Context: an optimization exercise on an open-source flow, tuned for small area. The choices shown serve that exercise and are no tape-out recipe. Only simulation tests tie the RTL to the original design; equivalence was not proved. Power and IR drop assume default switching activity.

--- constraint.sdc ---
create_clock -name core_clock -period 10.0 [get_ports {clk}]
set_input_delay 2.0000 -clock core_clock [delete_from_list [all_inputs] [get_ports {clk}]]
set_output_delay 2.0000 -clock core_clock [all_outputs]
set_load 0.01 [all_outputs]
--- run.sh ---
#!/bin/bash
# synth_recipe.tcl (not shown) runs the flow's synth.tcl, then flattens the netlist and writes it again
# the make line also repeats each setting of config.mk as NAME=value (left out here)
make -C /OpenROAD-flow-scripts/flow DESIGN_CONFIG=/design/flow/config.mk WORK_HOME=/design/flow/orfs CLKGATE_MAP_FILE= SYNTH_SCRIPT=/design/flow/synth_recipe.tcl finish
--- config.mk ---
export PLATFORM = sky130hd
export DESIGN_NAME = simproc_core
export DESIGN_NICKNAME = simproc_core
export VERILOG_FILES = /design/flow/design.v
export SDC_FILE = /design/flow/constraint.sdc
export NUM_CORES = 4
export LEC_CHECK = 0
export CAP_MARGIN = 20
export CORE_MARGIN = 2
export CORE_UTILIZATION = 40
export PLACE_DENSITY = 0.6
export SLEW_MARGIN = 20
--- design.v ---
module simproc_core (
    input  wire        clk,
    input  wire        rst,           
    input  wire        has_words,     
    output wire        mem_en,
    output wire        mem_we,
    output wire [14:0] mem_addr,
    output wire [15:0] mem_wdata,
    input  wire [15:0] mem_rdata,
    output reg         halted,
    output reg         faulted,
    output wire [2:0]  fault_cause,
    output wire [15:0] fault_value,
    output wire [15:0] pc,
    output wire [11:0] cycle_count,
    output wire        warn_valid,
    output wire [1:0]  warn_kind,
    output wire [15:0] warn_value,
    input  wire [2:0]  dbg_sel,
    output wire [15:0] dbg_data
);
    localparam [2:0] S_CLR = 3'd0;
    localparam [2:0] S_F   = 3'd1;
    localparam [2:0] S_D   = 3'd2;
    localparam [2:0] S_E   = 3'd3;
    localparam [2:0] S_L   = 3'd4;
    localparam [2:0] O_ADD = 3'd0;
    localparam [2:0] O_SUB = 3'd1;
    localparam [2:0] O_MUL = 3'd2;
    localparam [2:0] O_DIV = 3'd3;
    localparam [2:0] O_CEQ = 3'd4;
    localparam [2:0] O_CNE = 3'd5;
    localparam [2:0] O_LD  = 3'd6;
    localparam [2:0] O_ST  = 3'd7;
    reg  [2:0]  st;
    reg  [15:0] regs [0:7];
    reg  [16:0] P;
    reg  [15:0] Q;
    reg  [11:0] pcr;
    reg  [11:0] icnt;
    reg  [3:0]  it;
    reg  [2:0]  ir_rd, ir_rs2, ir_op;
    reg         f_lim, f_st;
    wire run = !halted && !faulted;
    wire sC = run && st == S_CLR;
    wire sF = run && st == S_F;
    wire sD = run && st == S_D;
    wire sE = run && st == S_E;
    wire sL = run && st == S_L;
    wire        fi   = mem_rdata[15];
    wire [5:0]  opr  = mem_rdata[14:9];
    wire [1:0]  opi  = mem_rdata[14:13];
    wire d_jmp  =  fi && opi == 2'd0;
    wire d_jc   =  fi && opi == 2'd1;
    wire d_badi =  fi && opi == 2'd2;
    wire d_mov  =  fi && opi == 2'd3;
    wire d_sys  = !fi && opr == 6'd63;
    wire d_ld   = !fi && opr == 6'd15;
    wire d_st   = !fi && opr == 6'd16;
    wire d_alu  = !fi && opr[5:3] == 3'd0 && opr[2:1] != 2'b11;   
    wire d_div  = !fi && opr == 6'd3;
    wire d_exe  = d_alu || d_ld || d_st;
    wire d_badr = !fi && !d_exe && !d_sys;
    wire [2:0] d_op = d_ld ? O_LD : d_st ? O_ST : opr[2:0];
    wire e_add = ir_op == O_ADD;
    wire e_mul = ir_op == O_MUL;
    wire e_div = ir_op == O_DIV;
    wire e_cmp = ir_op == O_CEQ || ir_op == O_CNE;
    wire e_sub = ir_op == O_SUB || e_cmp;
    wire e_mem = ir_op[2:1] == 2'b11;
    wire e_ld  = ir_op == O_LD;
    wire e_it  = e_mul || e_div;
    reg [2:0] rsel;
    always @(*) begin
        if (!run)
            rsel = dbg_sel;
        else if (st == S_D)
            rsel = fi ? mem_rdata[12:10] : (d_sys ? 3'd0 : mem_rdata[5:3]);
        else
            rsel = ir_rs2;
    end
    wire [15:0] RD  = regs[rsel];
    wire        rdz = RD == 16'd0;
    wire        pz  = P[15:0] == 16'd0;
    assign dbg_data = RD;
    reg [16:0] X, Y;
    reg        cin;
    always @(*) begin
        X   = 17'd0;
        Y   = 17'd0;
        cin = 1'b0;
        if (!run) begin
            X = P;                                    
        end else begin
            case (st)
                S_F: begin
                    Y   = {5'd0, pcr};
                    cin = 1'b1;
                end
                S_D: begin
                    if (d_mov)
                        Y = {7'd0, mem_rdata[9:0]};
                    else if (!d_div)
                        Y = {1'b0, RD};
                end
                S_E: begin
                    if (e_mul) begin
                        X = {P[15:0], 1'b0};
                        Y = Q[15] ? {1'b0, RD} : 17'd0;
                    end else if (e_div) begin
                        X   = {P[15:0], Q[15]};
                        Y   = P[16] ? {1'b0, RD} : ~{1'b0, RD};
                        cin = !P[16];
                    end else if (e_mem) begin
                        X = P;                        
                    end else begin
                        X   = P;
                        Y   = e_sub ? ~{1'b0, RD} : {1'b0, RD};
                        cin = e_sub;
                    end
                end
                S_L: begin
                    if (e_ld)
                        Y = {1'b0, mem_rdata};
                    else if (e_div)
                        Y = rdz ? 17'd0 : {1'b0, Q};
                    else
                        Y = {16'd0, pz ^ ir_op[0]};
                end
                default: ;                            
            endcase
        end
    end
    wire [17:0] c;
    wire [16:0] S;
    assign c[0] = cin;
    genvar gi;
    generate
        for (gi = 0; gi < 17; gi = gi + 1) begin : g_add
            assign S[gi]    = X[gi] ^ Y[gi] ^ c[gi];
            assign c[gi+1]  = (X[gi] & Y[gi]) | (c[gi] & (X[gi] ^ Y[gi]));
        end
    endgenerate
    wire wen = sD && d_mov
            || sE && ((e_add || ir_op == O_SUB) || (e_mul && it == 4'd15))
            || sL;
    wire [2:0] wsel = (st == S_D) ? mem_rdata[12:10] : ir_rd;
    integer i;
    always @(posedge clk) begin
        for (i = 0; i < 8; i = i + 1)
            if (sC || (wen && wsel == i))
                regs[i] <= S[15:0];
    end
    wire over = icnt > 12'd3000;
    wire e_acc = sE && e_mem && !P[15];
    assign mem_en    = sF && !over || e_acc;
    assign mem_we    = sE && ir_op == O_ST;
    assign mem_addr  = (st == S_E) ? P[14:0] : {3'd0, pcr};
    assign mem_wdata = RD;
    wire w_sys = d_sys && !rdz;
    assign warn_valid = sD && (d_badi || d_badr || w_sys);
    assign warn_kind  = d_sys ? 2'd3 : d_badi ? 2'd2 : 2'd1;
    assign warn_value = d_sys ? RD : d_badi ? 16'd2 : {10'd0, opr};
    assign pc          = {4'd0, pcr};
    assign cycle_count = icnt;
    assign fault_cause = {f_lim, !f_lim, f_lim || f_st};
    assign fault_value = f_lim ? 16'd3000 : P[15:0];
    always @(posedge clk) begin
        P <= S;
        Q <= (st == S_D) ? RD : {Q[14:0], !S[16]};
        if (rst) begin
            st      <= S_CLR;
            halted  <= 1'b0;
            faulted <= 1'b0;
            pcr     <= 12'd1;
            icnt    <= 12'd0;
            it      <= 4'd0;
            f_lim   <= 1'b0;
            f_st    <= 1'b0;
        end else if (run) begin
            case (st)
                S_CLR: begin
                    if (has_words) st <= S_F;
                    else           halted <= 1'b1;
                end
                S_F: begin
                    if (over) begin
                        faulted <= 1'b1;
                        f_lim   <= 1'b1;
                    end else begin
                        pcr <= S[11:0];
                        st  <= S_D;
                    end
                end
                S_D: begin
                    icnt   <= icnt + 12'd1;
                    ir_rd  <= mem_rdata[8:6];
                    ir_rs2 <= mem_rdata[2:0];
                    ir_op  <= d_op;
                    st     <= d_exe ? S_E : S_F;
                    if (d_jmp || (d_jc && !rdz))
                        pcr <= {2'd0, mem_rdata[9:0]};
                    if (d_sys && rdz)
                        halted <= 1'b1;
                end
                S_E: begin
                    if (e_it) begin
                        it <= it + 4'd1;
                        if (it == 4'd15)
                            st <= e_div ? S_L : S_F;
                    end else if (e_mem) begin
                        if (P[15]) begin
                            faulted <= 1'b1;
                            f_st    <= ir_op[0];
                        end else begin
                            st <= e_ld ? S_L : S_F;
                        end
                    end else begin
                        st <= e_cmp ? S_L : S_F;
                    end
                end
                default: st <= S_F;    
            endcase
        end
    end
endmodule
==> summary.txt <==
Hold path
  – Worst Hold Class: register to register
  – Hold Startpoint: Q[2]
  – Worst Hold Depth: 2

Critical path
  – Worst path slowest cell: fa_2
  – RR Startpoint: st[2]
  – CP most frequent cell: fa_2
  – Max FO, Critical Path: 5
  – R2r worst-path depth: 32
  – CP required: 10,380 ps
  – Number of cells on the critical path: 35
  – Bufs and invs on worst path: 8
  – CP startpoint kind: input pin
  – Crit path from: mem_rdata[15]
  – CP peak stage delay: 470 ps
  – WS Path Type: input pin to register
  – R2R setup slack: 620 ps
  – CP Data Arrival Time: 10,560 ps
  – Worst setup EP type: register
  – Delay-heaviest family, CP: adder cells

Route
  – DR iter-0 viols: 898
  – Residual DRC: 0
  – Post-DRT Antenna Nets: 0
  – Routed length per placed instance: 22.3 µm
  – Via density: approximately 5.6
  – Detailed Routing Iterations Pass 1: 7
  – Total routed wirelength: 33,900 µm
  – Via Count: around 8,400

Power
  – Leakage power total: 5.34 nW
  – VDD IR max: around 0.00013 V
  – Total power per unit cell area: slightly above 200 mW/mm²
  – Power consumption: 0.00282 W

Logic synthesis
  – Yosys top cell by area: edfxtp_1
  – Post-synth top area share: 0.393
  – Warnings from Yosys: 2
  – Primary FF master, synth: edfxtp_1
  – Yosys reg bits: 205
  – Seq/Total Area, Yosys: 0.523
  – Syn Area/Cell: 10.8 µm²
  – Post-Syn Area: 0.0105 mm²
  – Number of flops mapped to enable cells by yosys: approximately 140
  – Synth area leaders: edfxtp_1, dfxtp_1, mux2i_1, nand2_1, fa_1
  – Netlist cell types: 82
  – Ys async rst share: 0
  – Post-Synthesis Cells: 972

STA
  – Final WS setup: -181 ps
  – Setup TNS: -1720 ps
  – Final min period: 10,180 ps
  – Worst-Margin Slew: 1050 ps
  – Fin Clk Skew: 24.3 ps
  – Slew margin rel.: 0.298
  – Fin crit share: 1.02
  – # setup viols final: 11
  – RSZ-0062 raised after global routing: true
  – Final Max Tran Viols: 0
  – FMAX: roughly 0.1 GHz
  – Hold Fails Final Rpt: 0

Final layout
  – Fillcell total: 2,306
  – Share of post-route cells with drive strength above 1: 0.215
  – Multi-input logic area: 0.00465 mm²
  – Antenna cells: 0
  – Final Instance Area: approximately 0.014 mm²
  – Register area: 0.00548 mm²
  – Layout area overhead: 30.7%
  – Layout Nets: 1,208

Global route
  – Vias in the first global route: 8,469
  – Global-route usage over all layers: 0.240
  – Largest net degree at the start of global routing: 50
  – GRT overflow: 0
  – Initial antenna violation count: 0
  – Global-route wire length before repair: ~51,000 µm

Placed design
  – I/O Buffers: roughly 130
  – Placed cell area: 0.0126 mm²
  – HPWL Detailed: between 20,000 and 25,000 µm
  – Routability Congestion: 0.908

Clocking
  – Number of CTS-inserted buffers: 23
  – Cts hold-fix bufs: 0
  – Clk Tree Root Cell: clkbuf_16
  – Longest Clk Path Bufs: 3
  – Clock Latency Late Sink: 520 ps
  – TritonCTS clock tree: done
  – Htree depth: 1
  – Clk slew on worst S/H paths: 60 ps
  – Clock Sinks: 205

Floorplanning
  – Chip width: 166 µm
  – Initial core utilization: 0.405
  – Die ar.: 0.0275 mm²
  – Core area: 0.0258 mm²
  – I/O pin total: around 140
  – Row count: 59
  – Die height: 166 µm

Run status
  – Status: finished with violations
  – Violated checks: negative setup slack

Job
  – Max_cap viols: 0
==> cell type report <==
class | instances | area share
clock buffer | 29 | 0.0445
sequential | 205 | 0.400
multi-input combinational | 655 | 0.340
timing repair inverter | 1 | 0.000549
inverter | 32 | 0.00915
tap | 335 | 0.0306
timing repair buffer | 249 | 0.166
clock inverter | 13 | 0.00897
==> flip-flops by register name (all words and copies together) (netlist names) <==
signal	cells
P	17
Q	16
f_lim	1
f_st	1
faulted	1
halted	1
icnt	12
ir_op	3
ir_rd	3
ir_rs2	3
it	4
pcr	12
regs	128
st	3
==> path summary, 6_finish.rpt <==
| path | endpoint |
|---|---|
| setup / recovery | regs[2][15] |
| hold / removal | Q[3] |
| setup reg to reg | regs[2][15] |
| hold reg to reg | Q[3] |
==> cell usage in the layout (no fill, tap or decap), types with 27 or more instances in the layout <==
master           count
clkdlybuf4s50_1    123
o21ai_0             43
dfxtp_1             68
nand2_1            112
edfxtp_1           137
buf_4              105
a21oi_1             60
mux2i_1             47
inv_1               27
nand3_1             31
nor2_1              55
==> synth_stat cells, types with 7 or more instances <==
cell	n
edfxtp_1	137
nand3_1	33
nand4_1	11
a31oi_1	7
nor3_1	12
a22o_1	15
nand2_1	115
or3_1	9
dfxtp_1	68
a211oi_1	8
o22ai_1	9
nor2_1	56
or2_2	13
clkbuf_1	38
o21ai_0	54
buf_4	22
inv_1	32
a221oi_1	11
nand2b_1	9
nor2b_1	25
and3_1	7
mux2_4	8
fa_1	16
buf_2	13
a21oi_1	62
mux2i_1	48
a21o_1	11
xor2_1	10
==> worst register-to-register path, delay by kind of cell (launching register included) <==
family                   cells  cell delay [ps]
adder cells (fa/ha/maj)     16             5720
AND/OR/NAND/NOR              6             1580
AO/OA/AOI/OAI                5             1050
buffers and inverters        5              490
flip-flops                   1              410
==> cell families after synthesis <==
kind of cell	synth area share
simple gates	0.151
compound gates	0.152
fa+ha+maj	0.0342
flops	0.523
mux	0.0703
buf+inv	0.0555
other cells	0.000358
xor+xnor	0.0126
==> timing repair <==
item	CTS	global route
endpoints found under the setup margin	20	29
cloned	1	1
gates resized for setup	19	60
pin swaps	15	26
setup buffers	8	14
endpoints found under the hold margin	0	0
==> report_power, final <==
part / switching, W / internal [W]
Sequential: 0.0000679 / 0.00109
Clock: 0.000342 / 0.000483
Combinational: 0.000474 / 0.000365
Total: 0.000884 / 0.00193
==> stage by stage <==
stage                     std cells   util  hold slack [ps]  setup slack (ps)
after floorplan                 975      -              425              -195
after global placement         1454  0.487              436              -927
after detailed placement       1454  0.487              447              -948
after CTS                      1504  0.519              450              -270
after global routing           1519  0.529              489              -432
final                          1519  0.529              456              -181
==> routing by layer <==
metal	routed length, µm	track usage
met1	14500	0.319
met4	1020	0.0783
met2	16000	0.395
met5	0	0
met3	2400	0.0456

## what the ideal ports hide
No port has a modelled driver above. Below, the same layout with a new extraction and two added sets of constraints. Step 1 sets driving cells, clkbuf_16 on the clock port and buf_2 on the other inputs (assumed; they add their load-dependent delay and slew). Step 2, shift: input delay + t, output delay - t, t = (earliest + latest rising clock arrival at the registers) / 2. This alone moves slack from input paths to output paths. Slacks: ideal ports / drivers / drivers and shift; pairs: ideal ports / drivers.
shift t [ns]: 0.561
slack for setup (ns): -0.181 / -0.174 / -0.735
hold slack, ns: 0.456 / 0.456 / 0.456
worst setup path after step 2: input to register
worst slew at a driven data input, ns: 0.05
For this run, drivers alone change the setup slack by +0.007 ns; drivers and shift together by -0.554 ns.
